Source: an optimization exercise on an open RTL-to-GDS flow (aim: small area, a short achievable clock period and few clock cycles per item). Production flows keep margins and buffers that such runs may drop.
RTL that was checked went through simulation tests only; none was proved equivalent to the original.
No functional check of the RTL was part of runs 2, 7 and 8.
No activity file was given, so power comes from the tool's default toggle rates.

==> flow/flow/run.sh <==
#!/bin/bash
set -euo pipefail
sed 's/SETUP_SLACK_MARGIN=[0-9.]*/SETUP_SLACK_MARGIN=7/' standard.sh > standard_margin.sh
bash standard_margin.sh > standard.log 2>&1
==> flow/standard.sh <==
#!/bin/bash
# synth_recipe.tcl (not shown) runs the flow's synth.tcl, then flattens the netlist and writes it again
# the make line also repeats each setting of config.mk as NAME=value (left out here)
make -C /OpenROAD-flow-scripts/flow DESIGN_CONFIG=/design/flow/config.mk WORK_HOME=/design/flow/orfs CLKGATE_MAP_FILE= SYNTH_SCRIPT=/design/flow/synth_recipe.tcl "${@:-finish}"
==> flow/config.mk <==
export PLATFORM = sky130hd
export DESIGN_NAME = map_unit
export DESIGN_NICKNAME = map_unit
export VERILOG_FILES = /design/flow/design.v
export SDC_FILE = /design/flow/constraint.sdc
export NUM_CORES = 4
export LEC_CHECK = 0
export CAP_MARGIN = 20
export CORE_MARGIN = 2
export CORE_UTILIZATION = 40
export SETUP_SLACK_MARGIN = 5
export SLEW_MARGIN = 20
==> flow/constraint.sdc <==
create_clock -name core_clock -period 10.0 [get_ports {clk}]
set_input_delay 2.0000 -clock core_clock [delete_from_list [all_inputs] [get_ports {clk}]]
set_output_delay 2.0000 -clock core_clock [all_outputs]
set_load 0.01 [all_outputs]
==> flow/design.v <==
module map_unit (
    input  wire        clk,
    input  wire        rst,
    input  wire        in_valid,
    output reg         in_ready,
    input  wire [15:0] isize,     
    input  wire [15:0] osize,     
    output reg         out_valid,
    output reg  [15:0] out_idx,
    output reg  [15:0] out_fnum,
    output reg         out_last,
    output reg         out_err
);
    reg         busy;           
    reg         div;            
    reg         p2;             
    reg         dvl, dvh;       
    reg         short;          
    reg  [3:0]  step;           
    reg  [15:0] q;              
    reg  [15:0] r;              
    reg  [15:0] nd;             
    reg  [15:0] cnt;            
    wire        bit_in = short ? q[7] : q[15];
    wire [16:0] x   = {dvh ? out_fnum[15:8] : {1'b0, out_fnum[15:9]},
                       dvl ? {out_fnum[7:0], div & bit_in} : out_fnum[8:0]};
    wire [17:0] t   = {1'b0, x} + {2'b01, nd} + 18'd1;    
    wire        c   = t[17];                              
    wire [15:0] s   = out_fnum + r;
    wire [15:0] z   = {dvh ? x[15:8] : s[15:8], dvl ? x[7:0] : s[7:0]};
    wire [15:0] fn  = c ? t[15:0] : z;
    wire [15:0] qn  = short ? {q[15:8], q[6:0], c} : {q[14:0], c};
    wire [15:0] ix0 = out_idx + q;
    wire [15:0] ix1 = ix0 + 16'd1;
    wire [15:0] i0  = p2 ? {q[14:0], 1'b0} : ix0;
    wire [15:0] i1  = p2 ? {q[14:0], 1'b1} : ix1;
    wire [15:0] ix  = c ? i1 : i0;
    wire        last_next = (cnt == 16'd2);
    wire        div_done  = (step[2:0] == 3'd0) & (short | ~step[3]);
    wire        in_zero = (isize == 16'd0) || (osize == 16'd0);
    wire        in_last = in_zero || (osize[15:1] == 15'd0);
    always @(posedge clk) begin
        if (rst) begin
            busy      <= 1'b0;
            in_ready  <= 1'b1;
            div       <= 1'b0;
            p2        <= 1'b0;
            dvl       <= 1'b0;
            dvh       <= 1'b0;
            out_valid <= 1'b0;
        end else if (!busy) begin
            out_valid <= in_valid;
            busy      <= in_valid;
            in_ready  <= ~in_valid;
            div       <= 1'b1;
            p2        <= 1'b0;
            dvl       <= 1'b1;
            dvh       <= 1'b1;
        end else if (div) begin
            out_valid <= div_done & ~out_last;
            if (out_last) begin
                busy     <= 1'b0;
                in_ready <= 1'b1;
                div      <= 1'b0;
                dvl      <= 1'b0;
                dvh      <= 1'b0;
            end else if (div_done) begin
                div      <= 1'b0;
                p2       <= ~last_next;
                dvl      <= ~last_next;
                dvh      <= ~last_next;
                busy     <= ~last_next;
                in_ready <= last_next;
            end
        end else begin
            out_valid <= 1'b1;
            p2        <= 1'b0;
            dvl       <= 1'b0;
            dvh       <= 1'b0;
            busy      <= ~last_next;
            in_ready  <= last_next;
        end
    end
    always @(posedge clk) begin
        if (!busy) begin
            out_idx  <= 16'd0;
            out_fnum <= 16'd0;
            out_last <= in_last;
            out_err  <= in_zero;
            short    <= (isize[15:8] == 8'd0);
            q        <= isize;
            step     <= 4'd15;
            r        <= ~osize;
            nd       <= ~osize;
            cnt      <= osize;
        end else if (div) begin
            step     <= step - 4'd1;
            q        <= qn;
            out_idx  <= qn;
            out_fnum <= fn;
            if (div_done) begin
                out_last <= last_next;
                cnt      <= cnt - 16'd1;
            end
        end else begin
            out_idx  <= ix;
            out_fnum <= fn;
            out_last <= last_next;
            cnt      <= cnt - 16'd1;
            if (p2) begin
                r  <= out_fnum;
                nd <= s;
            end
        end
    end
endmodule
==> results of run 1 <==
[cells in the mapped netlist, types with 8 or more instances]
master,n
nor2_1,90
a21oi_1,73
edfxtp_1,67
nand2_1,59
ha_1,51
o21ai_0,49
dfxtp_1,42
xnor2_1,40
inv_1,32
a21o_1,29
clkbuf_1,25
xor2_1,24
mux2i_1,22
nor3_1,20
mux2_2,14
nand3_1,12
nor2b_1,11
a211oi_1,10
a31oi_1,8
[worst reg2reg max path, stage by stage, from the launching register on]
cell,delay (ps)
edfxtp_1,450
mux2i_2,260
nor3_2,90
a21oi_1,140
ha_2,220
inv_2,40
fa_2,330
a21o_1,180
a21oi_2,190
nor2b_2,90
o41ai_4,290
o21ai_2,110
a221o_1,380
and4b_1,190
o311a_1,320
[layout make-up]
cell class,instances,share of cell area [%]
Clock inverter,3,0.492
Multi-Input combinational cell,636,50.2
Timing Repair Buffer,119,11.4
Sequential cell,109,30.8
Tap cell,229,3.04
Inverter,33,1.43
Clock buffer,13,2.66
[registers in the layout, summed over array words and instances, names as in the netlist]
register / cells
dvl: 1
cnt: 16
out_last: 1
out_idx: 16
q: 16
busy: 1
out_err: 1
in_ready: 1
out_valid: 1
r: 16
short: 1
nd: 16
div: 1
out_fnum: 16
p2: 1
step: 4
[metrics by stage]
step	setup WS, ps	utilization (%)	instances
after global routing	6480	52.1	1142
after floorplan	6880	-	809
after global placement	5640	46.1	1079
after detailed placement	5540	46.1	1079
after CTS	6590	50.5	1126
final	6610	52.1	1142
[routing by layer]
metal	share of wire, %	track usage (%)	vias to the layer above	wire (µm)
met4	1.8	5.32	0	374
li1	-	-	3170	-
met5	0	0	-	0
met1	45	29.0	3071	9620
met3	4.8	3.45	22	1020
met2	48	36.0	169	10200
[report_power, final]
part	total, mW	switching, mW	internal (mW)
Clock	0.377	0.175	0.203
Combinational	0.924	0.505	0.420
Sequential	0.634	0.0668	0.568
Total	1.94	0.746	1.19
[path summary, 6_finish.rpt]
kind                startpoint      endpoint  slack [ps]  depth (start not counted)
setup / recovery  out_fnum[14]  out_fnum[14]        6610                          1
hold / removal        in_ready      in_ready         470                          2
setup reg to reg         short  out_fnum[14]        6610                         14
hold reg to reg       in_ready      in_ready         470                          2
[kinds of logic after synthesis]
family / count (synthesis) / synth area share, %
buffers and inverters: 66 / 3.37
AO/OA/AOI/OAI: 230 / 20.0
multiplexers: 36 / 5.09
XOR/XNOR: 64 / 7.55
AND/OR/NAND/NOR: 250 / 16.2
adder cells (fa/ha/maj): 54 / 9.41
flip-flops: 109 / 38.4
[timing repair]
| item | CTS | global route |
|---|---|---|
| setup endpoints to repair | 74 | 52 |
| setup buffers | 29 | 15 |
| gates resized for setup | 198 | 82 |
| endpoints found under the hold margin | 0 | 0 |
| pin swaps | 42 | 31 |
| gates cloned | 2 | 1 |
==> impl_metrics.json, run 1 <==
{
  "status": "timing/DRC/antenna clean",
  "antenna_found_initial": 0,
  "path_cells": "clkdlybuf4s50_1",
  "routed_wl_um": 21300,
  "coreArea_um2": 18100,
  "drive_above_1_share_pct": 22.2,
  "min_period_ps": 3390,
  "cts.sinks": 109,
  "final_hold_viol_count": 0,
  "synth-seq-cells": 109,
  "async_flop_share_pct": 0,
  "synthToLayoutAreaGrowth_pct": 26.9,
  "synth_flop_cell": "edfxtp_1",
  "postCtsHoldBufs": 0,
  "final_max_slew_viol_count": 0,
  "floorplan.initialDensity_pct": 41.0,
  "cts_buffer_depth": 2,
  "drt_pass1_iterations": 5,
  "hold_slack_ps": 468,
  "die-area_um2": 19700,
  "avgSynthCellArea_um2": 9.18,
  "ir_worst_vdd_mv": 0.109,
  "slew_headroom_pct": 30.6,
  "vias": 6432,
  "multiInputGateArea_um2": 4730,
  "rows": 49,
  "yosys.area.top_type": "edfxtp_1",
  "fill_cells": 1659,
  "fmax_ghz": 0.295,
  "syn_area_um2": 7420,
  "die_w_um": 140,
  "htreeDepth": 3,
  "worstPathRequired_ps": 8000,
  "grt_pass1_wl_um": 33200,
  "tightest_slew_ps": 1040,
  "setup_viol": 0,
  "max_stage_delay_ps": 590,
  "tritoncts": "yes",
  "ys_seq_area_share_pct": 38.4,
  "synth_top_area_share_pct": 27.1,
  "path_clk_slew_ps": 70,
  "crit_type": "reg -> out",
  "die_h_um": 140,
  "clk_latency_ps": 360,
  "p_leak_nw": 3.97,
  "yosys_warnings": 1,
  "powerDensity_nw_per_um2": 206,
  "final_common_cell": "nor2_1",
  "yosys-top-cells-area": "edfxtp_1, dfxtp_1, ha_1, a21oi_1, xnor2_1",
  "diodes": 0,
  "grt_pass1_vias": 6166,
  "io_pins": 71,
  "drtIter0Drc": 478,
  "critPathBufInv": 1,
  "crit_arrival_ps": 1390,
  "grt_overflow": 0,
  "endpoint_kind": "output pin",
  "fin_tns_setup_ps": 0,
  "hp-class": "reg -> reg",
  "portBuffers": 70,
  "worstSetupStartpointType": "flop",
  "drtAntennaViolNets": 0,
  "cap_viol_max_count": 0,
  "rsz0062_at_grt": "yes",
  "synth_nets": 898,
  "place_area_um2": 8340,
  "drc": 0,
  "slowest_stage": "clkdlybuf4s50_1",
  "place_congestion": 0.834,
  "seqCellArea_um2": 2900,
  "grt_max_degree": 71,
  "track_usage_pct": 21.4,
  "post-route-period-util_pct": 33.9,
  "via_per_inst": 5.63,
  "synth_cell_types": 68,
  "finalInstanceArea_um2": 9420,
  "routedWlPerCell_um": 18.6,
  "cts_made_buffers": 9,
  "synth_edf_count": 67,
  "path_max_fanout": 5,
  "cp_top_family": "buffers and inverters",
  "root_buffer": "clkbuf_16",
  "most-common-layout-cells": "nor2_1, edfxtp_1, a21oi_1",
  "nNetsFinal": 997,
  "synthCells": 809,
  "hpwl_um": 14200,
  "skew_ps": 8.43,
  "p_total_mw": 1.94
}
Testbench counts, summed over its fixed seeds: cycles 12,864, items 10,186.
==> run 2: changes to the inputs <==
--- a/flow/design.v
+++ b/flow/design.v
@@ -16,5 +16,6 @@
     reg         p2;             
     reg         dvl, dvh;       
-    reg         short;          
+    reg  [4:0]  nz;             
+    reg         b;              
     reg  [3:0]  step;           
     reg  [15:0] q;              
@@ -22,7 +23,6 @@
     reg  [15:0] nd;             
     reg  [15:0] cnt;            
-    wire        bit_in = short ? q[7] : q[15];
     wire [16:0] x   = {dvh ? out_fnum[15:8] : {1'b0, out_fnum[15:9]},
-                       dvl ? {out_fnum[7:0], div & bit_in} : out_fnum[8:0]};
+                       dvl ? {out_fnum[7:0], b} : out_fnum[8:0]};
     wire [17:0] t   = {1'b0, x} + {2'b01, nd} + 18'd1;    
     wire        c   = t[17];                              
@@ -30,14 +30,18 @@
     wire [15:0] z   = {dvh ? x[15:8] : s[15:8], dvl ? x[7:0] : s[7:0]};
     wire [15:0] fn  = c ? t[15:0] : z;
-    wire [15:0] qn  = short ? {q[15:8], q[6:0], c} : {q[14:0], c};
     wire [15:0] ix0 = out_idx + q;
     wire [15:0] ix1 = ix0 + 16'd1;
-    wire [15:0] i0  = p2 ? {q[14:0], 1'b0} : ix0;
-    wire [15:0] i1  = p2 ? {q[14:0], 1'b1} : ix1;
-    wire [15:0] ix  = c ? i1 : i0;
+    wire [15:0] ix  = c ? ix1 : ix0;           
+    wire [15:0] sh  = {{4{nz[4]}}, {2{nz[3]}}, {2{nz[2]}}, {2{nz[1]}},
+                       {2{nz[0]}}, 4'b1111};
+    wire [15:0] qn  = (sh & {q[14:0], c}) | (~sh & q);
+    wire        bn  = nz[4] ? q[14] : nz[3] ? q[10] : nz[2] ? q[8] :
+                      nz[1] ? q[6]  : nz[0] ? q[4]  : q[2];
     wire        last_next = (cnt == 16'd2);
-    wire        div_done  = (step[2:0] == 3'd0) & (short | ~step[3]);
+    wire        div_done  = (step == 4'd0);
     wire        in_zero = (isize == 16'd0) || (osize == 16'd0);
     wire        in_last = in_zero || (osize[15:1] == 15'd0);
+    wire [4:0]  in_nz   = {|isize[15:12], |isize[15:10], |isize[15:8],
+                           |isize[15:6], |isize[15:4]};
     always @(posedge clk) begin
         if (rst) begin
@@ -88,7 +92,11 @@
             out_last <= in_last;
             out_err  <= in_zero;
-            short    <= (isize[15:8] == 8'd0);
+            nz       <= in_nz;
+            b        <= in_nz[4] ? isize[15] : in_nz[3] ? isize[11] :
+                        in_nz[2] ? isize[9]  : in_nz[1] ? isize[7]  :
+                        in_nz[0] ? isize[5]  : isize[3];
+            step     <= in_nz[4] ? 4'd15 : in_nz[3] ? 4'd11 : in_nz[2] ? 4'd9 :
+                        in_nz[1] ? 4'd7  : in_nz[0] ? 4'd5  : 4'd3;
             q        <= isize;
-            step     <= 4'd15;
             r        <= ~osize;
             nd       <= ~osize;
@@ -96,4 +104,5 @@
         end else if (div) begin
             step     <= step - 4'd1;
+            b        <= ~div_done & bn;
             q        <= qn;
             out_idx  <= qn;
==> run 2 against run 1 <==
Die area rose by 3.0%; clock skew is 2.7 ps higher; maximum frequency increased by 0.66%; register-to-register slack better by 220 ps; critical path depth rose by 7; sequential power rose by about 10%; via count grew 1.7%; clock power increased by 62%; wire length increased by 0.13%; combinational power up 33%; count of clock-buffer cells in the layout grew 14; largest cell class unchanged.
==> impl_metrics.json, run 2 <==
{
  "final_hold_viol_count": 0,
  "async_flop_share_pct": 0,
  "r2r_setup_slack_ps": 6830,
  "hold_depth": 2,
  "die-area_um2": 20200,
  "grt_overflow": 0,
  "path_clk_slew_ps": 50,
  "synth-seq-cells": 114,
  "yosysMostFrequentCell": "nor2_1",
  "htreeDepth": 4,
  "crit_top_cell": "buf_6",
  "coreArea_um2": 18700,
  "vias": 6541,
  "routedWlPerCell_um": 18.0,
  "rows": 50,
  "avgSynthCellArea_um2": 9.33,
  "cts_made_buffers": 17,
  "via_per_inst": 5.53,
  "crit_arrival_ps": 3650,
  "grt_pass1_vias": 6379,
  "multiInputGateArea_um2": 4800,
  "routed_wl_um": 21300,
  "powerDensity_nw_per_um2": 253,
  "r2r-end": "out_idx[15]",
  "synth_nets": 908,
  "setup_viol": 0,
  "die_h_um": 142,
  "synth_cell_types": 60,
  "hp-class": "reg -> reg",
  "synthCells": 820,
  "syn_area_um2": 7650,
  "min_period_ps": 3370,
  "drive_above_1_share_pct": 24.4,
  "worstSetupStartpointType": "primary input",
  "skew_ps": 11.1,
  "tritoncts": "yes",
  "setup_ws_ps": 6630,
  "drt_pass1_iterations": 5,
  "worstHoldStart": "in_ready",
  "root_buffer": "clkbuf_16",
  "yosys.area.top_type": "edfxtp_1",
  "ys_seq_area_share_pct": 39.8,
  "fin_tns_setup_ps": 0,
  "cts.sinks": 114,
  "track_usage_pct": 20.8,
  "clk_latency_ps": 420,
  "path_max_fanout": 4,
  "antenna_found_initial": 0,
  "ys_top_cells_by_count": "nor2_1, a21oi_1, edfxtp_1",
  "postCtsHoldBufs": 0,
  "fill_cells": 1652,
  "hpwl_um": 13900,
  "slew_headroom_pct": 42.7,
  "slowest_stage": "or4_4",
  "pre_cts_slack_ps": 5820,
  "portBuffers": 70,
  "drc": 0,
  "yosys-top-cells-area": "edfxtp_1, dfxtp_1, ha_1, xnor2_1, a21oi_1",
  "floorplan.initialDensity_pct": 40.9,
  "tightest_slew_ps": 857,
  "synth_flop_cell": "edfxtp_1",
  "synth_top_area_share_pct": 29.8,
  "synthToLayoutAreaGrowth_pct": 30.9,
  "nNetsFinal": 1024,
  "die_w_um": 142,
  "final_common_cell": "nor2_1",
  "diodes": 0,
  "final_max_slew_viol_count": 0,
  "worstSetupStartpoint": "isize[12]",
  "cap_viol_max_count": 0,
  "synth_edf_count": 76,
  "status": "timing/DRC/antenna clean",
  "drtAntennaViolNets": 0,
  "max_stage_delay_ps": 530,
  "path_cells": "buf_6, or4_4, or3_4, nor3_4, buf_6, nand3_4, and3_4, a21oi_2",
  "cts_buffer_depth": 2,
  "endpoint_kind": "flop",
  "hold-path-endpoint": "in_ready",
  "worstPathRequired_ps": 10280,
  "hold_slack_ps": 471,
  "rsz0062_at_grt": "yes",
  "p_leak_nw": 4.05,
  "place_congestion": 0.835,
  "fmax_ghz": 0.297,
  "most-common-layout-cells": "nor2_1, a21oi_1, edfxtp_1",
  "drtIter0Drc": 375,
  "seqCellArea_um2": 3110,
  "io_pins": 71,
  "post-route-period-util_pct": 33.7,
  "ir_worst_vdd_mv": 0.135,
  "r2r-start": "q[0]",
  "crit_type": "in -> reg",
  "grt_pass1_wl_um": 32900,
  "yosys_warnings": 1,
  "grt_max_degree": 58,
  "reg2reg_depth": 12
}
-- run 2: repair_timing --
item	4_1_cts	5_1_grt
setup endpoints to repair	82	48
pin swaps	37	33
buffers inserted	38	14
gates resized for setup	223	58
gates cloned	0	1
-- run 2: worst max-delay path, delay by kind of cell --
kind	cells	cell delay, ps
buffers and inverters	2	240
AND/OR/NAND/NOR	5	1310
AO/OA/AOI/OAI	1	90
-- run 2: how the worst max path moves through the flow --
stage	depth (start not counted)	endpoint	slack, ps
floorplan	7	b	6430
global placement	7	out_last	5860
detailed placement	7	out_last	5820
CTS	8	out_last	6540
global route	8	out_last	6610
finish	8	out_last	6630
-- run 2: final cells by class --
type | instances | area share (%)
multi-input combinational | 639 | 47.9
clock buffer | 27 | 5.12
timing repair buffer | 127 | 10.8
clock inverter | 5 | 0.750
sequential | 114 | 31.1
inverter | 37 | 1.39
tap | 234 | 2.92
-- run 2: per-stage QoR --
stage	util (%)	instance area (µm²)	power, mW	std cells
after floorplan	-	7710	1.43	820
after global placement	46.1	8630	1.70	1098
after detailed placement	46.1	8630	1.71	1098
after CTS	52.2	9760	2.45	1168
after global routing	53.5	10000	2.70	1183
final	53.5	10000	2.54	1183
-- run 2: kinds of logic after synthesis --
kind of cell	share of synthesized area, %
AND/OR/NAND/NOR	15.1
AO/OA/AOI/OAI	19.8
flip-flops	39.8
XOR/XNOR	8.03
buffers and inverters	3.34
adder cells (fa/ha/maj)	8.96
multiplexers	5.04
-- run 2: power breakdown --
group          leakage (nW)  total [mW]  internal [mW]  switching [mW]
clock                 0.291       0.609          0.399           0.210
combinational          2.68        1.23          0.565           0.664
sequential             1.08       0.700          0.621          0.0786
-- run 2: routing by layer --
layer | GRT usage [%] | up-vias | wire length, µm
met4 | 5.21 | 0 | 342
met2 | 35.0 | 144 | 10200
met5 | 0 | - | 0
li1 | - | 3243 | -
met3 | 4.78 | 21 | 1020
met1 | 27.1 | 3133 | 9740
==> run 3: changes to the inputs <==
--- a/flow/design.v
+++ b/flow/design.v
@@ -16,7 +16,5 @@
     reg         p2;             
     reg         dvl, dvh;       
-    reg  [4:0]  nz;             
     reg         b;              
-    reg  [3:0]  step;           
     reg  [15:0] q;              
     reg  [15:0] r;              
@@ -33,15 +31,18 @@
     wire [15:0] ix1 = ix0 + 16'd1;
     wire [15:0] ix  = c ? ix1 : ix0;           
-    wire [15:0] sh  = {{4{nz[4]}}, {2{nz[3]}}, {2{nz[2]}}, {2{nz[1]}},
-                       {2{nz[0]}}, 4'b1111};
-    wire [15:0] qn  = (sh & {q[14:0], c}) | (~sh & q);
-    wire        bn  = nz[4] ? q[14] : nz[3] ? q[10] : nz[2] ? q[8] :
-                      nz[1] ? q[6]  : nz[0] ? q[4]  : q[2];
+    wire [15:0] above;                         
+    assign above[15] = 1'b0;
+    genvar k;
+    generate
+        for (k = 14; k >= 0; k = k - 1) begin : g_above
+            assign above[k] = above[k+1] | r[k+1];
+        end
+    endgenerate
+    wire [15:0] ptr = r & ~above;
+    wire        bn  = |(q & {1'b0, ptr[15:1]});      
+    wire        div_done = ~|r[15:1];
     wire        last_next = (cnt == 16'd2);
-    wire        div_done  = (step == 4'd0);
     wire        in_zero = (isize == 16'd0) || (osize == 16'd0);
     wire        in_last = in_zero || (osize[15:1] == 15'd0);
-    wire [4:0]  in_nz   = {|isize[15:12], |isize[15:10], |isize[15:8],
-                           |isize[15:6], |isize[15:4]};
     always @(posedge clk) begin
         if (rst) begin
@@ -86,4 +87,5 @@
         end
     end
+    integer i;
     always @(posedge clk) begin
         if (!busy) begin
@@ -92,19 +94,17 @@
             out_last <= in_last;
             out_err  <= in_zero;
-            nz       <= in_nz;
-            b        <= in_nz[4] ? isize[15] : in_nz[3] ? isize[11] :
-                        in_nz[2] ? isize[9]  : in_nz[1] ? isize[7]  :
-                        in_nz[0] ? isize[5]  : isize[3];
-            step     <= in_nz[4] ? 4'd15 : in_nz[3] ? 4'd11 : in_nz[2] ? 4'd9 :
-                        in_nz[1] ? 4'd7  : in_nz[0] ? 4'd5  : 4'd3;
+            b        <= 1'b1;              
             q        <= isize;
-            r        <= ~osize;
+            r        <= isize;
             nd       <= ~osize;
             cnt      <= osize;
         end else if (div) begin
-            step     <= step - 4'd1;
-            b        <= ~div_done & bn;
-            q        <= qn;
-            out_idx  <= qn;
+            for (i = 0; i < 16; i = i + 1)
+                if (ptr[i]) begin
+                    q[i]       <= c;
+                    out_idx[i] <= c;
+                end
+            b        <= bn;
+            r        <= div_done ? nd : {1'b0, r[15:1]};
             out_fnum <= fn;
             if (div_done) begin
==> flow/flow/run.sh (replaced) <==
#!/bin/bash
set -euo pipefail
MARGIN=7
BUFCELL=sky130_fd_sc_hd__buf_2
sed -e 's/ SETUP_SLACK_MARGIN=[0-9.]*//' \
    -e "s/\"\${@:-finish}\"/SETUP_SLACK_MARGIN=$MARGIN BUFFER_PORTS_ARGS='-buffer_cell $BUFCELL' &/" \
    standard.sh > standard_margin.sh
bash standard_margin.sh > standard.log 2>&1
--- a/flow/config.mk
+++ b/flow/config.mk
@@ -9,4 +9,3 @@
 export CORE_MARGIN = 2
 export CORE_UTILIZATION = 40
-export SETUP_SLACK_MARGIN = 5
 export SLEW_MARGIN = 20
==> run 3 against run 2 <==
Maximum frequency increased by 13%; register-to-register slack improved by 190 ps; hold slack better by 1.4 ps; combinational power shrank 7%; critical path type is now reg -> out; global-route usage is 2.1 points higher; area after synthesis is 0.95% higher; critical endpoint is now out_err; first-iteration DRC count grew 46%; cell count up 5.7%; sequential power is 3.4% lower.
==> impl_metrics.json, run 3 <==
{
  "p_sw_share_pct": 41.6,
  "hold_slack_ps": 472,
  "drt_pass1_iterations": 5,
  "final_max_slew_viol_count": 0,
  "post-route-period-util_pct": 29.9,
  "synth_flop_cell": "edfxtp_1",
  "seqCellArea_um2": 2780,
  "worstPathRequired_ps": 8000,
  "p_int_mw": 1.27,
  "grt_overflow": 0,
  "max_stage_delay_ps": 450,
  "critPathBufInv": 1,
  "yosys.area.top_type": "edfxtp_1",
  "grt_max_degree": 96,
  "synth-xor-area-share_pct": 7.15,
  "ys_seq_area_share_pct": 35.8,
  "r2r_setup_slack_ps": 7020,
  "skew_ps": 8.86,
  "r2r-start": "dvh",
  "r2r-end": "out_idx[15]",
  "synthAdderAreaFrac_pct": 8.72,
  "hold_depth": 2,
  "final_hold_viol_count": 0,
  "reg2reg_depth": 13,
  "htreeDepth": 3,
  "synthSimpleGateAreaFrac_pct": 17.0,
  "crit_arrival_ps": 990,
  "cp_num_cells": 1,
  "path_max_fanout": 1,
  "hpwl_um": 16300,
  "cap_viol_max_count": 0,
  "tightest_slew_ps": 1100,
  "slew_headroom_pct": 26.8,
  "die_w_um": 143,
  "min_period_ps": 2990,
  "drtIter0Drc": 547,
  "p_comb_share_pct": 52.1,
  "hold-path-endpoint": "in_ready",
  "synth-seq-cells": 105,
  "postCtsHoldBufs": 0,
  "routed_wl_um": 23500,
  "tritoncts": "yes",
  "p_seq_share_pct": 31.0,
  "diodes": 0,
  "synth_cell_types": 65,
  "slowest_stage": "edfxtp_1",
  "cp_top_family": "flip-flops",
  "die-area_um2": 20400,
  "hp-class": "reg -> reg",
  "vias": 7019,
  "grt_pass1_vias": 6467,
  "yosysMostFrequentCell": "nor2_1",
  "synth_nets": 984,
  "synth_top_family_by_area": "compound AO/OA/AOI/OAI gates",
  "fmax_ghz": 0.334,
  "p_switching_mw": 0.907,
  "async_flop_share_pct": 0,
  "grt_pass1_wl_um": 36100,
  "drtAntennaViolNets": 0,
  "synth_edf_count": 66,
  "root_buffer": "clkbuf_16",
  "syn_area_um2": 7720,
  "clkPwrFrac_pct": 16.8,
  "avgSynthCellArea_um2": 8.61,
  "powerDensity_nw_per_um2": 234,
  "track_usage_pct": 22.9,
  "final_common_cell": "nand2_1",
  "fill_cells": 1796,
  "p_leak_nw": 3.88,
  "fin_tns_setup_ps": 0,
  "path_clk_slew_ps": 70,
  "portBuffers": 70,
  "endpoint_kind": "output pin",
  "synthMuxAreaShare_pct": 1.52,
  "crit_type": "reg -> out",
  "worstHoldStart": "in_ready",
  "drive_above_1_share_pct": 22.3,
  "ys_top_cells_by_count": "nor2_1, nand2_1, a21oi_1",
  "drc": 0,
  "ir_worst_vdd_mv": 0.111,
  "worstSetupStartpointType": "flop",
  "multiInputGateArea_um2": 4960,
  "nNetsFinal": 1073,
  "synth_top_area_share_pct": 25.7,
  "status": "timing/DRC/antenna clean",
  "via_per_inst": 5.61,
  "routedWlPerCell_um": 18.7,
  "cts_made_buffers": 9,
  "coreArea_um2": 18800,
  "rows": 50,
  "yosys_warnings": 1,
  "cts_buffer_depth": 2,
  "yosys-top-cells-area": "edfxtp_1, dfxtp_1, ha_1, a21oi_1, xnor2_1",
  "path_cells": "buf_2",
  "synthCells": 897,
  "place_congestion": 0.889,
  "antenna_found_initial": 0,
  "most-common-layout-cells": "nand2_1, nor2_1, a21oi_1",
  "setup_viol": 0,
  "cts.sinks": 105,
  "synth-compound-area-share_pct": 25.6,
  "die_h_um": 143,
  "rsz0062_at_grt": "yes",
  "floorplan.initialDensity_pct": 41.0,
  "io_pins": 71,
  "clk_latency_ps": 360,
  "synthToLayoutAreaGrowth_pct": 20.8
}
run 3: per-layer routing:
metal  wire (µm)  up-vias  track usage (%)
met5           0        -                0
met4         541        0             7.30
met3         927       25             1.95
met2       11000      167             36.5
met1       11000     3336             33.0
li1            -     3491                -
run 3: how the worst max path moves through the flow:
stage	from	to
2_1_floorplan	dvh	out_idx[13]
4_1_cts	out_fnum[15]	out_fnum[15]
3_3_place_gp	dvh	q[1]
6_report	out_err	out_err
5_1_grt	dvh	out_idx[15]
3_5_place_dp	dvh	q[1]
run 3: timing repair:
| item | CTS | global route |
|---|---|---|
| gates cloned | 2 | 1 |
| hold endpoints to repair | 0 | 0 |
| pin swaps | 19 | 19 |
| resized for setup | 43 | 42 |
| buffers inserted | 21 | 22 |
| setup endpoints to repair | 83 | 63 |
run 3: logic make-up after synthesis:
kind of cell | after synthesis
AOI/OAI and AO/OA | 306
DFF | 105
adders and majority gates | 52
and+or+nand+nor | 277
xor gates and xnor gates | 63
buffers and inverters | 83
muxes | 11
run 3: through the flow:
stage | utilization (%) | cells | setup WS, ps | area, µm² | power [mW]
final | 49.5 | 1251 | 7010 | 9330 | 2.18
after global routing | 49.5 | 1251 | 6890 | 9330 | 2.34
after CTS | 47.6 | 1228 | 7000 | 8960 | 2.08
after detailed placement | 44.1 | 1189 | 6190 | 8310 | 1.61
after global placement | 44.1 | 1189 | 6290 | 8310 | 1.61
after floorplan | - | 897 | 7010 | 7820 | 1.38
run 3: power by group through the flow:
stage | sequential, mW | combinational (mW) | clock (mW)
global placement | 0.683 | 0.922 | 0
global route | 0.688 | 1.26 | 0.389
finish | 0.676 | 1.14 | 0.367
detailed placement | 0.682 | 0.925 | 0
CTS | 0.673 | 1.03 | 0.371
floorplan | 0.650 | 0.730 | 0
run 3: final cells by class:
| class | count | share of cell area, % |
|---|---|---|
| inverter | 40 | 1.74 |
| multi-input combinational | 710 | 53.2 |
| clock inverter | 5 | 0.603 |
| sequential | 105 | 29.8 |
| timing repair buffer | 120 | 8.64 |
| clock buffer | 11 | 2.49 |
| tap | 260 | 3.49 |
Testbench counts of run 3, summed over its fixed seeds: cycles 12,028, items 10,186.
==> run 4: changes to the inputs <==
--- a/flow/flow/run.sh
+++ b/flow/flow/run.sh
@@ -1,5 +1,5 @@
 #!/bin/bash
 set -euo pipefail
-MARGIN=7
+MARGIN=6.5
 BUFCELL=sky130_fd_sc_hd__buf_2
 sed -e 's/ SETUP_SLACK_MARGIN=[0-9.]*//' \
==> run 4 against run 3 <==
Synthesized cell count unchanged; still clean; wire length decreased by 12%; utilization decreased by 3.8 points; sequential share of layout area increased by 2.3 points; sequential power about the same; clock skew increased by 3.0 ps; first-iteration DRC count decreased by 28%; die area unchanged; area after synthesis unchanged; setup slack got worse by 410 ps; combinational power decreased by 18%.
==> impl_metrics.json, run 4 <==
{
  "grt_pass1_wl_um": 33300,
  "synth_edf_count": 66,
  "final_max_slew_viol_count": 0,
  "hp-class": "reg -> reg",
  "die_h_um": 143,
  "rows": 50,
  "htreeDepth": 3,
  "reg2reg_depth": 15,
  "crit_arrival_ps": 3640,
  "drtAntennaViolNets": 0,
  "place_area_um2": 8280,
  "vias": 6626,
  "yosys.area.top_type": "edfxtp_1",
  "setup_viol": 0,
  "p_int_mw": 1.14,
  "grt_overflow": 0,
  "finalInstanceArea_um2": 8620,
  "fin_tns_setup_ps": 0,
  "synth-seq-cells": 105,
  "die_w_um": 143,
  "die-area_um2": 20400,
  "p_switching_mw": 0.819,
  "root_buffer": "clkbuf_16",
  "via_per_inst": 5.49,
  "portBuffers": 70,
  "path_cells": "buf_6, clkinv_4, a21oi_1, ha_1, inv_1, fa_1, a21o_1, a21oi_1, o21bai_1, a21oi_1, nor2_1, o41ai_2, o21ai_0, xor2_1, o221a_2",
  "cts_buffer_depth": 2,
  "synth_flop_cell": "edfxtp_1",
  "routed_wl_um": 20600,
  "drive_above_1_share_pct": 12.8,
  "max_stage_delay_ps": 390,
  "synth_nets": 984,
  "drtIter0Drc": 392,
  "path_max_fanout": 34,
  "synthToLayoutAreaGrowth_pct": 11.6,
  "synth_top_area_share_pct": 25.7,
  "post-route-period-util_pct": 34.0,
  "hpwl_um": 15800,
  "grt_pass1_vias": 6291,
  "ys_top_cells_by_count": "nor2_1, nand2_1, a21oi_1",
  "async_flop_share_pct": 0,
  "nNetsFinal": 1029,
  "ir_worst_vdd_mv": 0.110,
  "io_pins": 71,
  "p_leak_nw": 3.55,
  "fmax_ghz": 0.294,
  "most-common-layout-cells": "nor2_1, nand2_1, a21oi_1",
  "worstPathRequired_ps": 10240,
  "cts_made_buffers": 9,
  "powerDensity_nw_per_um2": 227,
  "tritoncts": "yes",
  "routedWlPerCell_um": 17.1,
  "min_period_ps": 3400,
  "diodes": 0,
  "hold_depth": 2,
  "clk_latency_ps": 360,
  "drt_pass1_iterations": 5,
  "syn_area_um2": 7720,
  "coreArea_um2": 18800,
  "yosysMostFrequentCell": "nor2_1",
  "skew_ps": 11.9,
  "status": "timing/DRC/antenna clean",
  "tightest_slew_ps": 704,
  "cap_viol_max_count": 0,
  "synthCells": 897,
  "slowest_stage": "fa_1",
  "grt_max_degree": 63,
  "synth_cell_types": 65,
  "track_usage_pct": 20.8,
  "ys_seq_area_share_pct": 35.8,
  "yosys_warnings": 1,
  "worstSetupStartpointType": "flop",
  "antenna_found_initial": 0,
  "final_common_cell": "nor2_1",
  "avgSynthCellArea_um2": 8.61,
  "cts.sinks": 105,
  "rsz0062_at_grt": "yes",
  "crit_top_cell": "a21oi_1",
  "yosys-top-cells-area": "edfxtp_1, dfxtp_1, ha_1, a21oi_1, xnor2_1",
  "utilization_pct": 45.8,
  "slew_headroom_pct": 53.0,
  "p_sw_share_pct": 41.9,
  "clkPwrFrac_pct": 17.3,
  "p_comb_share_pct": 48.0,
  "p_seq_share_pct": 34.7,
  "crit_type": "reg -> reg",
  "floorplan.initialDensity_pct": 41.0,
  "final_hold_viol_count": 0,
  "place_congestion": 0.833,
  "path_clk_slew_ps": 70,
  "drc": 0,
  "endpoint_kind": "flop"
}
-- run 4: cell counts after synthesis --
No cell type changed its count.
-- run 4: power by group through the flow --
| stage | clock (mW) | sequential [mW] | combinational [mW] |
|---|---|---|---|
| final | 0.338 | 0.679 | 0.939 |
| after global routing | 0.363 | 0.693 | 1.05 |
| after CTS | 0.345 | 0.678 | 0.927 |
| after detailed placement | 0 | 0.688 | 0.913 |
| after global placement | 0 | 0.687 | 0.902 |
| after floorplan | 0 | 0.650 | 0.703 |
-- run 4: routing by layer --
layer	wire length, µm	up-vias	global-route usage [%]
met5	0	-	0
met4	325	0	5.16
met2	9460	116	33.6
met3	769	22	3.05
li1	-	3394	-
met1	10000	3094	29.4
-- run 4: final timing paths --
kind                  from      endpoint  slack (ps)
hold / removal    in_ready      in_ready         470
hold reg to reg   in_ready      in_ready         470
setup / recovery       dvh  out_fnum[14]        6600
setup reg to reg       dvh  out_fnum[14]        6600
-- run 4: logic make-up (layout without fill, tap and decap cells) --
logic type      Yosys count  in the layout  share of synthesized area (%)
buf+inv                  83            133                           4.16
flops                   105            105                           35.8
compound gates          306            306                           25.6
xor+xnor                 63             63                           7.15
fa+ha+maj                52             52                           8.72
simple gates            277            277                           17.0
mux                      11             11                           1.52
-- run 4: what timing repair did --
action,CTS,global route
endpoints found under the setup margin,37,48
cloned,0,0
setup buffers,0,1
pin swaps,0,2
gates resized for setup,8,9
hold buffers,0,0
-- run 4: worst max-delay path: cells and delay by family (launching register included) --
kind                     cells  cell delay (ps)
AO/OA/AOI/OAI                8             1620
adder cells (fa/ha/maj)      2              570
buffers and inverters        3              470
flip-flops                   1              330
XOR/XNOR                     1              170
AND/OR/NAND/NOR              1               80
-- run 4: area by class of cell --
cell class / count / area [µm²]
Clock inverter: 3 / 17.5
Clock buffer: 13 / 250
Timing Repair Buffer: 77 / 414
Inverter: 40 / 155
Multi-Input combinational cell: 709 / 4680
Tap cell: 260 / 325
Sequential cell: 105 / 2770
Fill cell: 1919 / 10200
-- run 4: stage by stage --
step | instances | hold WS (ps) | setup slack (ps) | power [mW]
floorplan | 897 | 461 | 6590 | 1.35
CTS | 1206 | 478 | 6520 | 1.95
finish | 1207 | 471 | 6600 | 1.96
detailed placement | 1190 | 465 | 6010 | 1.60
global placement | 1190 | 463 | 6070 | 1.59
global route | 1207 | 520 | 6350 | 2.11
==> run 5: changes to the inputs <==
--- a/flow/flow/run.sh
+++ b/flow/flow/run.sh
@@ -1,5 +1,5 @@
 #!/bin/bash
 set -euo pipefail
-MARGIN=6.5
+MARGIN=7.5
 BUFCELL=sky130_fd_sc_hd__buf_2
 sed -e 's/ SETUP_SLACK_MARGIN=[0-9.]*//' \
==> run 5 against run 4 <==
Still clean; combinational power up 83%; maximum frequency up 9.1%; synthesized cell count unchanged; largest power group unchanged.
==> impl_metrics.json, run 5 <==
{
  "status": "timing/DRC/antenna clean",
  "cts.sinks": 105,
  "root_buffer": "clkbuf_16",
  "fill_cells": 1511,
  "synthToLayoutAreaGrowth_pct": 45.5,
  "rows": 50,
  "multiInputGateArea_um2": 5560,
  "yosys-top-cells-area": "edfxtp_1, dfxtp_1, ha_1, a21oi_1, xnor2_1",
  "tightest_slew_ps": 741,
  "grt_overflow": 0,
  "avgSynthCellArea_um2": 8.61,
  "ys_top_cells_by_count": "nor2_1, nand2_1, a21oi_1",
  "vias": 7767,
  "pre_cts_slack_ps": 6480,
  "die_w_um": 143,
  "ys_seq_area_share_pct": 35.8,
  "grt_max_degree": 64,
  "via_per_inst": 5.78,
  "cts_buffer_depth": 2,
  "drive_above_1_share_pct": 38.1,
  "yosys_warnings": 1,
  "crit_type": "reg -> reg",
  "final_hold_viol_count": 0,
  "drtAntennaViolNets": 0,
  "yosysMostFrequentCell": "nor2_1",
  "p_total_mw": 2.82,
  "final_max_slew_viol_count": 0,
  "antenna_found_initial": 0,
  "synth-seq-cells": 105,
  "cap_viol_max_count": 0,
  "worstSetupStartpointType": "flop",
  "post-route-period-util_pct": 31.1,
  "syn_area_um2": 7720,
  "max_stage_delay_ps": 360,
  "grt_pass1_vias": 7174,
  "drtIter0Drc": 581,
  "final_common_cell": "buf_4",
  "finalInstanceArea_um2": 11200,
  "track_usage_pct": 24.8,
  "synth_flop_cell": "edfxtp_1",
  "ir_worst_vdd_mv": 0.126,
  "crit_arrival_ps": 3360,
  "cts_made_buffers": 9,
  "p_leak_nw": 4.66,
  "routed_wl_um": 27200,
  "endpoint_kind": "flop",
  "synth_cell_types": 65,
  "die-area_um2": 20400,
  "yosys.area.top_type": "edfxtp_1",
  "postCtsHoldBufs": 0,
  "place_area_um2": 8470,
  "place_congestion": 0.882,
  "crit_top_cell": "a21oi_2",
  "synthCells": 897,
  "setup_ws_ps": 6890,
  "min_period_ps": 3110,
  "most-common-layout-cells": "buf_4, nor2_1, nand2_1",
  "synth_nets": 984,
  "portBuffers": 70,
  "drc": 0,
  "fin_tns_setup_ps": 0,
  "routedWlPerCell_um": 20.3,
  "path_clk_slew_ps": 70,
  "io_pins": 71,
  "diodes": 0,
  "tritoncts": "yes",
  "skew_ps": 9.33,
  "clk_latency_ps": 360,
  "die_h_um": 143,
  "grt_pass1_wl_um": 39100,
  "floorplan.initialDensity_pct": 41.0,
  "drt_pass1_iterations": 7,
  "async_flop_share_pct": 0,
  "synth_top_area_share_pct": 25.7,
  "coreArea_um2": 18800,
  "path_max_fanout": 8,
  "path_cells": "buf_12, buf_6, and2_4, a21oi_2, ha_2, inv_2, fa_2, a21o_1, a21oi_2, o21bai_2, a21oi_2, nor2_2, o41ai_2, o21ai_1, xor2_1, o221a_2",
  "hp-class": "reg -> reg",
  "slowest_stage": "dfxtp_4",
  "worstPathRequired_ps": 10250,
  "rsz0062_at_grt": "yes",
  "hpwl_um": 16200,
  "seqCellArea_um2": 2860,
  "synth_edf_count": 66,
  "slew_headroom_pct": 50.6,
  "nNetsFinal": 1165,
  "setup_viol": 0,
  "powerDensity_nw_per_um2": 251,
  "htreeDepth": 3,
  "fmax_ghz": 0.321
}
## run 5: cell counts after synthesis
Identical to the previous run, type by type.
## run 5: cell families after synthesis
kind of cell | Yosys count | synth area share, %
DFF | 105 | 35.8
AOI/OAI and AO/OA | 306 | 25.6
buffers and inverters | 83 | 4.16
xor gates and xnor gates | 63 | 7.15
muxes | 11 | 1.52
and+or+nand+nor | 277 | 17.0
adders and majority gates | 52 | 8.72
## run 5: layer usage
metal | GRT usage, % | vias up | routed length [µm]
li1 | - | 3674 | -
met1 | 33.6 | 3682 | 11500
met2 | 41.3 | 329 | 12800
met3 | 2.95 | 82 | 1890
met4 | 7.71 | 0 | 1010
met5 | 0 | - | 0
## run 5: report_power, final
group          total [mW]  internal, mW  switching [mW]
combinational        1.72         0.862           0.857
sequential          0.686         0.577           0.109
clock               0.413         0.245           0.168
## run 5: area by class of cell
type | count | share of cell area [%]
Clock inverter | 5 | 0.924
Clock buffer | 11 | 2.07
Timing Repair Buffer | 209 | 17.7
Tap cell | 260 | 2.90
Sequential cell | 105 | 25.4
Timing Repair inverter | 1 | 0.0445
Inverter | 40 | 1.41
Multi-Input combinational cell | 712 | 49.5
## run 5: critical path, delay by kind of cell (launching register included)
family          cells  cell delay (ps)
buf+inv             3              300
simple gates        2              210
xor+xnor            1              160
compound gates      8             1420
flops               1              360
fa+ha+maj           2              540
## run 5: worst paths after layout
check	startpoint	endpoint	slack, ps	cells after the start
setup / recovery	dvh	out_fnum[14]	6890	16
hold / removal	in_ready	in_ready	480	2
setup reg to reg	dvh	out_fnum[14]	6890	16
hold reg to reg	in_ready	in_ready	480	2
## run 5: stage by stage
stage / hold slack (ps) / std cells / util (%)
2_1_floorplan: 466 / 897 / -
4_1_cts: 487 / 1292 / 54.9
3_5_place_dp: 470 / 1190 / 45.0
6_report: 481 / 1343 / 59.7
5_1_grt: 513 / 1343 / 59.7
3_3_place_gp: 468 / 1190 / 45.0
## run 5: repair_timing
item / in CTS / in global routing
buffers inserted: 78 / 48
pin swaps: 56 / 71
endpoints found under the setup margin: 136 / 125
cloned: 8 / 3
gates resized for setup: 184 / 109
==> run 6: changes to the inputs <==
==> flow/flow/run.sh (replaced) <==
#!/bin/bash
set -euo pipefail
sed 's/SETUP_SLACK_MARGIN=[0-9.]*/SETUP_SLACK_MARGIN=7/' standard.sh > standard_margin.sh
bash standard_margin.sh > standard.log 2>&1
--- a/flow/config.mk
+++ b/flow/config.mk
@@ -9,3 +9,4 @@
 export CORE_MARGIN = 2
 export CORE_UTILIZATION = 40
+export SETUP_SLACK_MARGIN = 5
 export SLEW_MARGIN = 20
==> run 6 against run 5 <==
Sequential share of layout area is 3.5 points higher; critical path type is now reg -> out; critical endpoint is now out_idx[0]; non-clock buffer count decreased by 91; final area is 13% lower; via count is 9.4% lower; global-route usage is 1.2 points lower; utilization decreased by 7.7 points; count of clock-buffer cells in the layout increased by 2; synthesized cell count unchanged.
==> impl_metrics.json, run 6 <==
{
  "status": "timing/DRC/antenna clean",
  "rows": 50,
  "synth-compound-area-share_pct": 25.6,
  "ys_seq_area_share_pct": 35.8,
  "nNetsFinal": 1071,
  "synth-xor-area-share_pct": 7.15,
  "synth_top_family_by_area": "compound AO/OA/AOI/OAI gates",
  "via_per_inst": 5.64,
  "die_w_um": 143,
  "cts_buffer_depth": 2,
  "tritoncts": "yes",
  "p_leak_nw": 4.00,
  "fin_tns_setup_ps": 0,
  "critPathBufInv": 1,
  "tightest_slew_ps": 965,
  "synth_cell_types": 65,
  "path_cells": "clkdlybuf4s15_1",
  "drtAntennaViolNets": 0,
  "yosys_warnings": 1,
  "hpwl_um": 16700,
  "track_usage_pct": 23.5,
  "path_clk_slew_ps": 70,
  "postCtsHoldBufs": 0,
  "clk_latency_ps": 360,
  "io_pins": 71,
  "grt_overflow": 0,
  "place_congestion": 0.888,
  "fin_cells": 1249,
  "setup_viol": 0,
  "routed_wl_um": 24100,
  "grt_pass1_wl_um": 37000,
  "grt_pass1_vias": 6680,
  "vias": 7039,
  "min_period_ps": 3010,
  "syn_area_um2": 7720,
  "synthToLayoutAreaGrowth_pct": 26.8,
  "worstPathRequired_ps": 8000,
  "fmax_ghz": 0.332,
  "slew_headroom_pct": 35.7,
  "synthSimpleGateAreaFrac_pct": 17.0,
  "worstSetupStartpointType": "flop",
  "ir_worst_vdd_mv": 0.112,
  "synth_flop_cell": "edfxtp_1",
  "max_stage_delay_ps": 400,
  "post-route-period-util_pct": 30.1,
  "skew_ps": 10.6,
  "powerDensity_nw_per_um2": 224,
  "crit_type": "reg -> out",
  "drc": 0,
  "root_buffer": "clkbuf_16",
  "cts.sinks": 105,
  "synth_top_area_share_pct": 25.7,
  "crit_arrival_ps": 1010,
  "final_max_slew_viol_count": 0,
  "die-area_um2": 20400,
  "final_hold_viol_count": 0,
  "rsz0062_at_grt": "yes",
  "grt_max_degree": 90,
  "portBuffers": 70,
  "diodes": 0,
  "coreArea_um2": 18800,
  "synthCells": 897,
  "yosysMostFrequentCell": "nor2_1",
  "synth-seq-cells": 105,
  "synth_nets": 984,
  "routedWlPerCell_um": 19.3,
  "drive_above_1_share_pct": 20.4,
  "avgSynthCellArea_um2": 8.61,
  "die_h_um": 143,
  "cts_made_buffers": 9,
  "drt_pass1_iterations": 5,
  "endpoint_kind": "output pin",
  "path_max_fanout": 3,
  "post-place-cells": 1190,
  "yosys.area.top_type": "edfxtp_1",
  "final_common_cell": "nand2_1",
  "cp_top_family": "flip-flops",
  "htreeDepth": 3,
  "async_flop_share_pct": 0,
  "most-common-layout-cells": "nand2_1, nor2_1, a21oi_1",
  "pre_cts_slack_ps": 6380,
  "slowest_stage": "dfxtp_2",
  "synthMuxAreaShare_pct": 1.52,
  "floorplan.initialDensity_pct": 41.0,
  "synth_edf_count": 66,
  "setup_ws_ps": 6990,
  "synthAdderAreaFrac_pct": 8.72,
  "drtIter0Drc": 584,
  "yosys-top-cells-area": "edfxtp_1, dfxtp_1, ha_1, a21oi_1, xnor2_1",
  "ys_top_cells_by_count": "nor2_1, nand2_1, a21oi_1",
  "hp-class": "reg -> reg",
  "antenna_found_initial": 0,
  "cap_viol_max_count": 0
}
[run 6: cell counts after synthesis]
Identical to the previous run, type by type.
[run 6: final cells by class]
class | instances | area (µm²)
clock inverters | 3 | 20.0
inverters | 40 | 163
clock buffers | 13 | 250
repair buffers | 118 | 1080
well taps | 260 | 325
flip-flops and latches | 105 | 2840
multi-input cells | 710 | 5120
fillers | 1782 | 9040
[run 6: report_power, final]
group	switching, mW	internal (mW)
clock network	0.170	0.176
logic	0.632	0.527
registers	0.115	0.574
[run 6: timing repair]
item                       4_1_cts  5_1_grt
setup endpoints to repair      121       89
pin swaps                       21       36
gates cloned                     2        1
resized for setup              166       92
buffers inserted                16       24
[run 6: final timing paths]
path | from | end | slack (ps) | cells past startpoint
max | out_idx[0] | out_idx[0] | 6990 | 1
min | in_ready | in_ready | 480 | 2
max reg2reg | r[0] | out_fnum[14] | 7030 | 12
min reg2reg | in_ready | in_ready | 480 | 2
[run 6: cell families after synthesis]
kind of cell,count (synthesis)
DFF,105
adders and majority gates,52
and+or+nand+nor,277
muxes,11
AOI/OAI and AO/OA,306
buffers and inverters,83
xor gates and xnor gates,63
[run 6: metal layers]
| layer | vias up | GRT usage, % | wire length (µm) |
|---|---|---|---|
| met3 | 40 | 2.31 | 1110 |
| met2 | 188 | 37.7 | 11100 |
| met5 | - | 0 | 0 |
| li1 | 3472 | - | - |
| met1 | 3339 | 32.7 | 11100 |
| met4 | 0 | 9.43 | 742 |
[run 6: stage by stage]
step / utilization [%] / power (mW) / instance area, µm² / hold slack (ps)
3_5_place_dp: 46.0 / 1.66 / 8670 / 481
6_report: 52.0 / 2.19 / 9790 / 479
4_1_cts: 49.6 / 2.08 / 9340 / 488
5_1_grt: 52.0 / 2.35 / 9790 / 532
2_1_floorplan: - / 1.38 / 7820 / 461
3_3_place_gp: 46.0 / 1.66 / 8670 / 472
[run 6: worst reg2reg max path, stage by stage, from the launching register on]
cell and delay [ps]:
edfxtp_1 400, ha_1 230, inv_1 70, fa_1 220, nor2b_1 70, o21ai_2 140
a21boi_1 110, o21bai_1 250, a21boi_2 110, o41a_1 460, a31oi_4 210, mux2_2 360
o221a_2 240
==> run 7: changes to the inputs <==
--- a/flow/design.v
+++ b/flow/design.v
@@ -21,13 +21,40 @@
     reg  [15:0] nd;             
     reg  [15:0] cnt;            
+    function [16:0] bk16;
+        input [15:0] a, bb;
+        input        ci;
+        reg   [15:0] g, p, gg, pp;
+        integer d, j;
+        begin
+            g  = a & bb;
+            p  = a ^ bb;
+            gg = g;
+            pp = p;
+            gg[0] = g[0] | (p[0] & ci);
+            for (d = 1; d < 16; d = d * 2)
+                for (j = 2 * d - 1; j < 16; j = j + 2 * d) begin
+                    gg[j] = gg[j] | (pp[j] & gg[j-d]);
+                    pp[j] = pp[j] & pp[j-d];
+                end
+            for (d = 4; d >= 1; d = d / 2)
+                for (j = 3 * d - 1; j < 16; j = j + 2 * d) begin
+                    gg[j] = gg[j] | (pp[j] & gg[j-d]);
+                    pp[j] = pp[j] & pp[j-d];
+                end
+            bk16 = {gg[15], p ^ {gg[14:0], ci}};
+        end
+    endfunction
     wire [16:0] x   = {dvh ? out_fnum[15:8] : {1'b0, out_fnum[15:9]},
                        dvl ? {out_fnum[7:0], b} : out_fnum[8:0]};
     wire [17:0] t   = {1'b0, x} + {2'b01, nd} + 18'd1;    
     wire        c   = t[17];                              
-    wire [15:0] s   = out_fnum + r;
+    wire [16:0] s17 = bk16(out_fnum, r, 1'b0);
+    wire [15:0] s   = s17[15:0];
     wire [15:0] z   = {dvh ? x[15:8] : s[15:8], dvl ? x[7:0] : s[7:0]};
     wire [15:0] fn  = c ? t[15:0] : z;
-    wire [15:0] ix0 = out_idx + q;
-    wire [15:0] ix1 = ix0 + 16'd1;
+    wire [16:0] i17 = bk16(out_idx, q, 1'b0);
+    wire [15:0] ix0 = i17[15:0];
+    wire [16:0] j17 = bk16(ix0, 16'd0, 1'b1);
+    wire [15:0] ix1 = j17[15:0];
     wire [15:0] ix  = c ? ix1 : ix0;           
     wire [15:0] above;                         
@@ -43,4 +70,14 @@
     wire        div_done = ~|r[15:1];
     wire        last_next = (cnt == 16'd2);
+    reg  [15:0] cdec;
+    reg         zb;
+    integer m;
+    always @(*) begin
+        zb = 1'b1;
+        for (m = 0; m < 16; m = m + 1) begin
+            cdec[m] = cnt[m] ^ zb;
+            zb      = zb & ~cnt[m];
+        end
+    end
     wire        in_zero = (isize == 16'd0) || (osize == 16'd0);
     wire        in_last = in_zero || (osize[15:1] == 15'd0);
@@ -110,5 +147,5 @@
             if (div_done) begin
                 out_last <= last_next;
-                cnt      <= cnt - 16'd1;
+                cnt      <= cdec;
             end
         end else begin
@@ -116,5 +153,5 @@
             out_fnum <= fn;
             out_last <= last_next;
-            cnt      <= cnt - 16'd1;
+            cnt      <= cdec;
             if (p2) begin
                 r  <= out_fnum;
==> flow/flow/run.sh (replaced) <==
#!/bin/bash
set -euo pipefail
MARGIN=7
BUFCELL=sky130_fd_sc_hd__buf_2
sed -e 's/ SETUP_SLACK_MARGIN=[0-9.]*//' \
    -e "s/\"\${@:-finish}\"/SETUP_SLACK_MARGIN=$MARGIN BUFFER_PORTS_ARGS='-buffer_cell $BUFCELL' &/" \
    standard.sh > standard_margin.sh
bash standard_margin.sh > standard.log 2>&1
--- a/flow/config.mk
+++ b/flow/config.mk
@@ -8,5 +8,4 @@
 export CAP_MARGIN = 20
 export CORE_MARGIN = 2
-export CORE_UTILIZATION = 40
-export SETUP_SLACK_MARGIN = 5
+export CORE_UTILIZATION = 65
 export SLEW_MARGIN = 20
==> run 7 against run 6 <==
First-iteration DRC count up 63%; power up 1.7%; combinational power about the same; non-clock buffer count unchanged; sequential cell count unchanged; largest cell class unchanged; synthesized cell count down 8.0%; sequential share of layout area up 0.74 points; final area down 4.2%; critical path depth up 20; clock power up 8.4%; highest routed layer unchanged; hold slack worse by 20 ps; critical endpoint is now out_idx[11]; sequential power up 3%.
==> impl_metrics.json, run 7 <==
{
  "status": "timing/DRC/antenna clean",
  "io_pins": 71,
  "hpwl_um": 15600,
  "ys_seq_area_share_pct": 36.3,
  "synth_nets": 942,
  "drive_above_1_share_pct": 28.5,
  "routedWlPerCell_um": 22.3,
  "yosys-top-cells-area": "edfxtp_1, ha_1, dfxtp_1, fa_1, a21oi_1",
  "synth_top_area_share_pct": 26.0,
  "crit_arrival_ps": 4120,
  "portBuffers": 70,
  "grt_pass1_wl_um": 35200,
  "most-common-layout-cells": "buf_2, inv_1, nor2_1, nand2_1, edfxtp_1",
  "die-area_um2": 12600,
  "path_max_fanout": 3,
  "cts_buffer_depth": 2,
  "async_flop_share_pct": 0,
  "cts.sinks": 105,
  "floorplan.initialDensity_pct": 66.7,
  "endpoint_kind": "flop",
  "tritoncts": "yes",
  "drtAntennaViolNets": 0,
  "grt_overflow": 0,
  "utilization_pct": 82.1,
  "htreeDepth": 3,
  "drt_pass1_iterations": 7,
  "synth_cell_types": 73,
  "final_common_cell": "buf_2",
  "worstPathRequired_ps": 10250,
  "cts_made_buffers": 9,
  "clkPwrFrac_pct": 16.8,
  "slew_headroom_pct": 41.8,
  "routed_wl_um": 23800,
  "top_usage_layer": "met2",
  "min_period_ps": 3860,
  "via_per_inst": 6.73,
  "synthToLayoutAreaGrowth_pct": 23.2,
  "tightest_slew_ps": 871,
  "ys_top_cells_by_count": "inv_1, nand2_1, edfxtp_1, nor2_1, ha_1",
  "synth_edf_count": 66,
  "final_max_slew_viol_count": 0,
  "rsz0062_at_grt": "yes",
  "die_w_um": 112,
  "place_area_um2": 8220,
  "crit_type": "reg -> reg",
  "antenna_found_initial": 0,
  "grt_util_met3_pct": 5.40,
  "grt_pass1_vias": 6591,
  "yosys_warnings": 1,
  "powerDensity_nw_per_um2": 238,
  "yosys.area.top_type": "edfxtp_1",
  "synth-seq-cells": 105,
  "fmax_ghz": 0.259,
  "nNetsFinal": 1035,
  "finalInstanceArea_um2": 9380,
  "ir_worst_vdd_mv": 0.191,
  "drtIter0Drc": 951,
  "p_sw_share_pct": 42.3,
  "p_leak_nw": 4.02,
  "skew_ps": 10.6,
  "clk_latency_ps": 370,
  "diodes": 0,
  "root_buffer": "clkbuf_16",
  "setup_viol": 0,
  "die_h_um": 112,
  "vias": 7172,
  "place_congestion": 0.938,
  "coreArea_um2": 11400,
  "gr-usage-met1_pct": 48.4,
  "path_clk_slew_ps": 80,
  "avgSynthCellArea_um2": 9.23,
  "fin_tns_setup_ps": 0,
  "hp-class": "reg -> reg",
  "worstSetupStartpointType": "flop",
  "p_switching_mw": 0.943,
  "p_seq_share_pct": 31.8,
  "rows": 39,
  "synth_flop_cell": "edfxtp_1",
  "final_hold_viol_count": 0,
  "track_usage_pct": 36.1,
  "syn_area_um2": 7610,
  "p_int_mw": 1.29,
  "drc": 0,
  "yosysMostFrequentCell": "inv_1",
  "p_comb_share_pct": 51.4,
  "synthCells": 825,
  "grt_max_degree": 59,
  "post-route-period-util_pct": 38.6,
  "use_met2_pct": 59.8,
  "cap_viol_max_count": 0
}
run 7: cell count changes after synthesis, moves of 14 or more:
cell / previous run / this run
inv_1: 39 / 71
nor2_1: 86 / 66
a21oi_1: 82 / 59
fa_1: 3 / 17
nand2_1: 85 / 70
ha_1: 49 / 65
a21o_1: 45 / 23
o21a_1: 25 / 5
xnor2_1: 43 / 23
run 7: cells by family (layout without fill, tap and decap cells):
group | after synthesis | count (layout) | share of synthesized area, %
AO/OA/AOI/OAI | 231 | 235 | 19.8
flip-flops | 105 | 105 | 36.3
multiplexers | 27 | 27 | 3.71
XOR/XNOR | 30 | 30 | 3.45
AND/OR/NAND/NOR | 238 | 238 | 15.6
buffers and inverters | 112 | 206 | 6.00
adder cells (fa/ha/maj) | 82 | 82 | 15.1
run 7: metal layers:
| metal | up-vias | part of all wire, % | wire length [µm] |
|---|---|---|---|
| met1 | 3428 | 39 | 9150 |
| li1 | 3225 | - | - |
| met3 | 73 | 10 | 2440 |
| met5 | - | 0 | 0 |
| met4 | 0 | 3.8 | 901 |
| met2 | 446 | 47 | 11300 |
run 7: area by class of cell:
| cell class | count | area, µm² |
|---|---|---|
| sequential | 105 | 2790 |
| fill | 693 | 2040 |
| inverter | 72 | 278 |
| tap | 143 | 179 |
| timing repair buffer | 118 | 798 |
| clock buffer | 12 | 246 |
| clock inverter | 4 | 53.8 |
| multi-input combinational | 612 | 5040 |
run 7: metrics by stage:
step           total power, mW  instances  setup WS, ps  hold slack, ps
6_report                  2.23       1066          6140             460
5_1_grt                   2.34       1066          5970             483
4_1_cts                   2.04       1042          6250             460
3_5_place_dp              1.58       1002          6000             444
3_3_place_gp              1.54       1002          6200             440
2_1_floorplan             1.34        825          6480             461
run 7: critical path: stages, from the launching register on:
cell and delay [ps]:
edfxtp_1 370, ha_2 180, inv_2 40, fa_2 340, nor2b_1 120, o21ai_1 70, nand2b_1 190, inv_2 60
fa_2 370, xor2_2 170, nor3b_2 240, nand2_1 110, or3_4 410, buf_6 130, buf_6 100, buf_6 100
buf_6 100, buf_6 100, inv_4 40, ha_4 120, a21oi_2 50, o311a_1 340
run 7: final timing paths:
| path | endpoint | startpoint | cells after the start | slack, ps |
|---|---|---|---|---|
| setup / recovery | out_idx[11] | q[0] | 21 | 6140 |
| hold / removal | in_ready | in_ready | 1 | 460 |
| setup reg to reg | out_idx[11] | q[0] | 21 | 6140 |
| hold reg to reg | in_ready | in_ready | 1 | 460 |
run 7: power by group through the flow:
stage          logic (mW)  clock network, mW  registers, mW
6_report             1.15              0.375          0.709
5_1_grt              1.23              0.384          0.717
4_1_cts             0.971              0.369          0.698
3_5_place_dp        0.877                  0          0.704
3_3_place_gp        0.841                  0          0.699
2_1_floorplan       0.671                  0          0.665
run 7: what timing repair did:
item	CTS	global route
endpoints found under the hold margin	0	0
hold buffers	0	0
buffers inserted	21	22
gates cloned	3	2
pin swaps	16	30
gates resized for setup	52	57
setup endpoints to repair	64	80
==> run 8: changes to the inputs <==
--- a/flow/config.mk
+++ b/flow/config.mk
@@ -8,4 +8,4 @@
 export CAP_MARGIN = 20
 export CORE_MARGIN = 2
-export CORE_UTILIZATION = 65
+export CORE_UTILIZATION = 40
 export SLEW_MARGIN = 20
==> run 8 against run 7 <==
Combinational power fell by 4%; critical endpoint is now out_idx[14]; final area increased by 1.4%; power is 2.0% lower; utilization is 31 points lower; largest power group unchanged.
==> impl_metrics.json, run 8 <==
{
  "status": "timing/DRC/antenna clean",
  "final_max_slew_viol_count": 0,
  "rsz0062_at_grt": "yes",
  "via_per_inst": 5.74,
  "antenna_found_initial": 0,
  "nNetsFinal": 1042,
  "endpoint_kind": "flop",
  "synthCells": 825,
  "yosys.area.top_type": "edfxtp_1",
  "synth_nets": 942,
  "coreArea_um2": 18700,
  "pre_cts_slack_ps": 5990,
  "fmax_ghz": 0.272,
  "synth-xor-area-share_pct": 3.45,
  "path_clk_slew_ps": 80,
  "synth_top_area_share_pct": 26.0,
  "skew_ps": 10.5,
  "yosysMostFrequentCell": "inv_1",
  "synth-seq-cells": 105,
  "postCtsHoldBufs": 0,
  "cts.sinks": 105,
  "path_cells": "ha_2, inv_2, fa_2, nor2b_1, o21ai_1, nand2b_1, inv_2, fa_2, xor2_2, nor3b_2, nand2_1, or3_4, nor3_4, nor3b_2, ha_1, and3_1, o31a_1",
  "root_buffer": "clkbuf_16",
  "synth-compound-area-share_pct": 19.8,
  "path_max_fanout": 3,
  "grt_pass1_vias": 6254,
  "cts_buffer_depth": 2,
  "yosys_warnings": 1,
  "post-route-period-util_pct": 36.8,
  "p_leak_nw": 4.04,
  "crit_type": "reg -> reg",
  "die_h_um": 142,
  "drt_pass1_iterations": 5,
  "tightest_slew_ps": 865,
  "htreeDepth": 3,
  "rows": 50,
  "most-common-layout-cells": "buf_2, nand2_1, edfxtp_1",
  "yosys-top-cells-area": "edfxtp_1, ha_1, dfxtp_1, fa_1, a21oi_1",
  "synthMuxAreaShare_pct": 3.71,
  "io_pins": 71,
  "cap_viol_max_count": 0,
  "fill_cells": 1706,
  "syn_area_um2": 7610,
  "drc": 0,
  "final_common_cell": "buf_2",
  "routedWlPerCell_um": 20.1,
  "min_period_ps": 3680,
  "track_usage_pct": 23.1,
  "routed_wl_um": 23400,
  "crit_arrival_ps": 3940,
  "grt_overflow": 0,
  "place_congestion": 0.883,
  "cp_top_family": "simple AND/OR/NAND/NOR gates",
  "hpwl_um": 16200,
  "synth_cell_types": 73,
  "final_hold_viol_count": 0,
  "tritoncts": "yes",
  "grt_pass1_wl_um": 35500,
  "synthSimpleGateAreaFrac_pct": 15.6,
  "portBuffers": 70,
  "drtAntennaViolNets": 0,
  "synth_flop_cell": "edfxtp_1",
  "worstPathRequired_ps": 10260,
  "clk_latency_ps": 370,
  "floorplan.initialDensity_pct": 40.7,
  "setup_viol": 0,
  "fin_tns_setup_ps": 0,
  "critPathBufInv": 2,
  "hold_slack_ps": 464,
  "cts_made_buffers": 9,
  "multiInputGateArea_um2": 5000,
  "max_stage_delay_ps": 400,
  "p_total_mw": 2.19,
  "ir_worst_vdd_mv": 0.102,
  "powerDensity_nw_per_um2": 230,
  "setup_ws_ps": 6320,
  "avgSynthCellArea_um2": 9.23,
  "die_w_um": 142,
  "synthToLayoutAreaGrowth_pct": 24.9,
  "worstSetupStartpointType": "flop",
  "slew_headroom_pct": 42.3,
  "slowest_stage": "or3_4",
  "async_flop_share_pct": 0,
  "ys_seq_area_share_pct": 36.3,
  "ys_top_cells_by_count": "inv_1, nand2_1, edfxtp_1, nor2_1, ha_1",
  "drtIter0Drc": 554,
  "drive_above_1_share_pct": 28.8,
  "synth_top_family_by_area": "compound AO/OA/AOI/OAI gates",
  "synthAdderAreaFrac_pct": 15.1,
  "hp-class": "reg -> reg",
  "grt_max_degree": 56,
  "vias": 6686,
  "die-area_um2": 20200,
  "diodes": 0,
  "seqCellArea_um2": 2790,
  "synth_edf_count": 66
}
[run 8: cell counts after synthesis]
Identical to the previous run, type by type.
[run 8: per-stage QoR]
stage	cells	util [%]	instance area (µm²)
floorplan	825	-	7850
global placement	1094	44.6	8350
detailed placement	1094	44.6	8350
CTS	1131	48.2	9010
global route	1164	50.8	9510
finish	1164	50.8	9510
[run 8: worst paths after layout]
check	startpoint	endpoint	slack, ps	cells after the start
hold reg to reg	in_ready	in_ready	460	1
setup reg to reg	q[0]	out_idx[14]	6320	17
hold / removal	in_ready	in_ready	460	1
setup / recovery	q[0]	out_idx[14]	6320	17
[run 8: report_power, final]
group / switching [mW] / internal, mW / total, mW / leakage, nW
Sequential: 0.134 / 0.576 / 0.710 / 1.01
Clock: 0.182 / 0.196 / 0.378 / 0.139
Combinational: 0.592 / 0.507 / 1.10 / 2.89
Total: 0.908 / 1.28 / 2.19 / 4.04
[run 8: area by class of cell]
class                      count  share of cell area [%]
clock inverter                 6                   0.711
clock buffer                  10                    2.41
multi-input combinational    612                    52.6
tap                          234                    3.08
timing repair buffer         125                    9.03
sequential                   105                    29.3
inverter                      72                    2.87
[run 8: routing by layer]
layer	wire (µm)	vias to the layer above	GRT usage (%)
met5	0	-	0
met4	384	0	7.05
met3	1310	26	2.62
met2	11100	200	37.7
met1	10600	3232	32.5
li1	-	3228	-
[run 8: cell families after synthesis]
kind of cell,count (synthesis)
muxes,27
DFF,105
AOI/OAI and AO/OA,231
adders and majority gates,82
and+or+nand+nor,238
xor gates and xnor gates,30
buffers and inverters,112
[run 8: worst register-to-register path, stage by stage, from the launching register on]
cell and delay [ps]:
edfxtp_1 360, ha_2 180, inv_2 40, fa_2 340, nor2b_1 120, o21ai_1 70
nand2b_1 170, inv_2 60, fa_2 370, xor2_2 160, nor3b_2 220, nand2_1 120
or3_4 410, nor3_4 130, nor3b_2 180, ha_1 240, and3_1 160, o31a_1 270
[run 8: timing repair]
item / CTS / global route
gates cloned: 3 / 3
gates resized for setup: 51 / 43
setup buffers: 18 / 30
pin swaps: 20 / 37
setup endpoints to repair: 66 / 71

==> afterwards: timing with drivers on the ports <==
How much do the figures lean on ideal ports? The routed layouts below were timed once more, with nothing changed but the port constraints.
Step 1, drivers: a clkbuf_16 drives clk and a buf_2 each remaining input, both assumed.
Step 2 times the ports against the registers' clock, not the clock port: input delays grow and output delays shrink by t, the midpoint of the rising clock arrivals with the driver on.
Three values: no drivers, after step 1, after step 2; two values: the first two.
run	t, ns	slack for setup (ns)
run 1	0.400	6.608 / 6.566 / 6.612
run 2	0.453	6.630 / 6.639 / 6.186
run 3	0.400	7.010 / 6.965 / 6.714
run 4	0.396	6.602 / 6.602 / 6.400
run 5	0.397	6.887 / 6.887 / 6.866
run 6	0.404	6.989 / 6.945 / 6.707
run 7	0.405	6.137 / 6.137 / 6.137
run 8	0.406	6.319 / 6.319 / 6.319
After both steps every run listed still meets setup and hold.
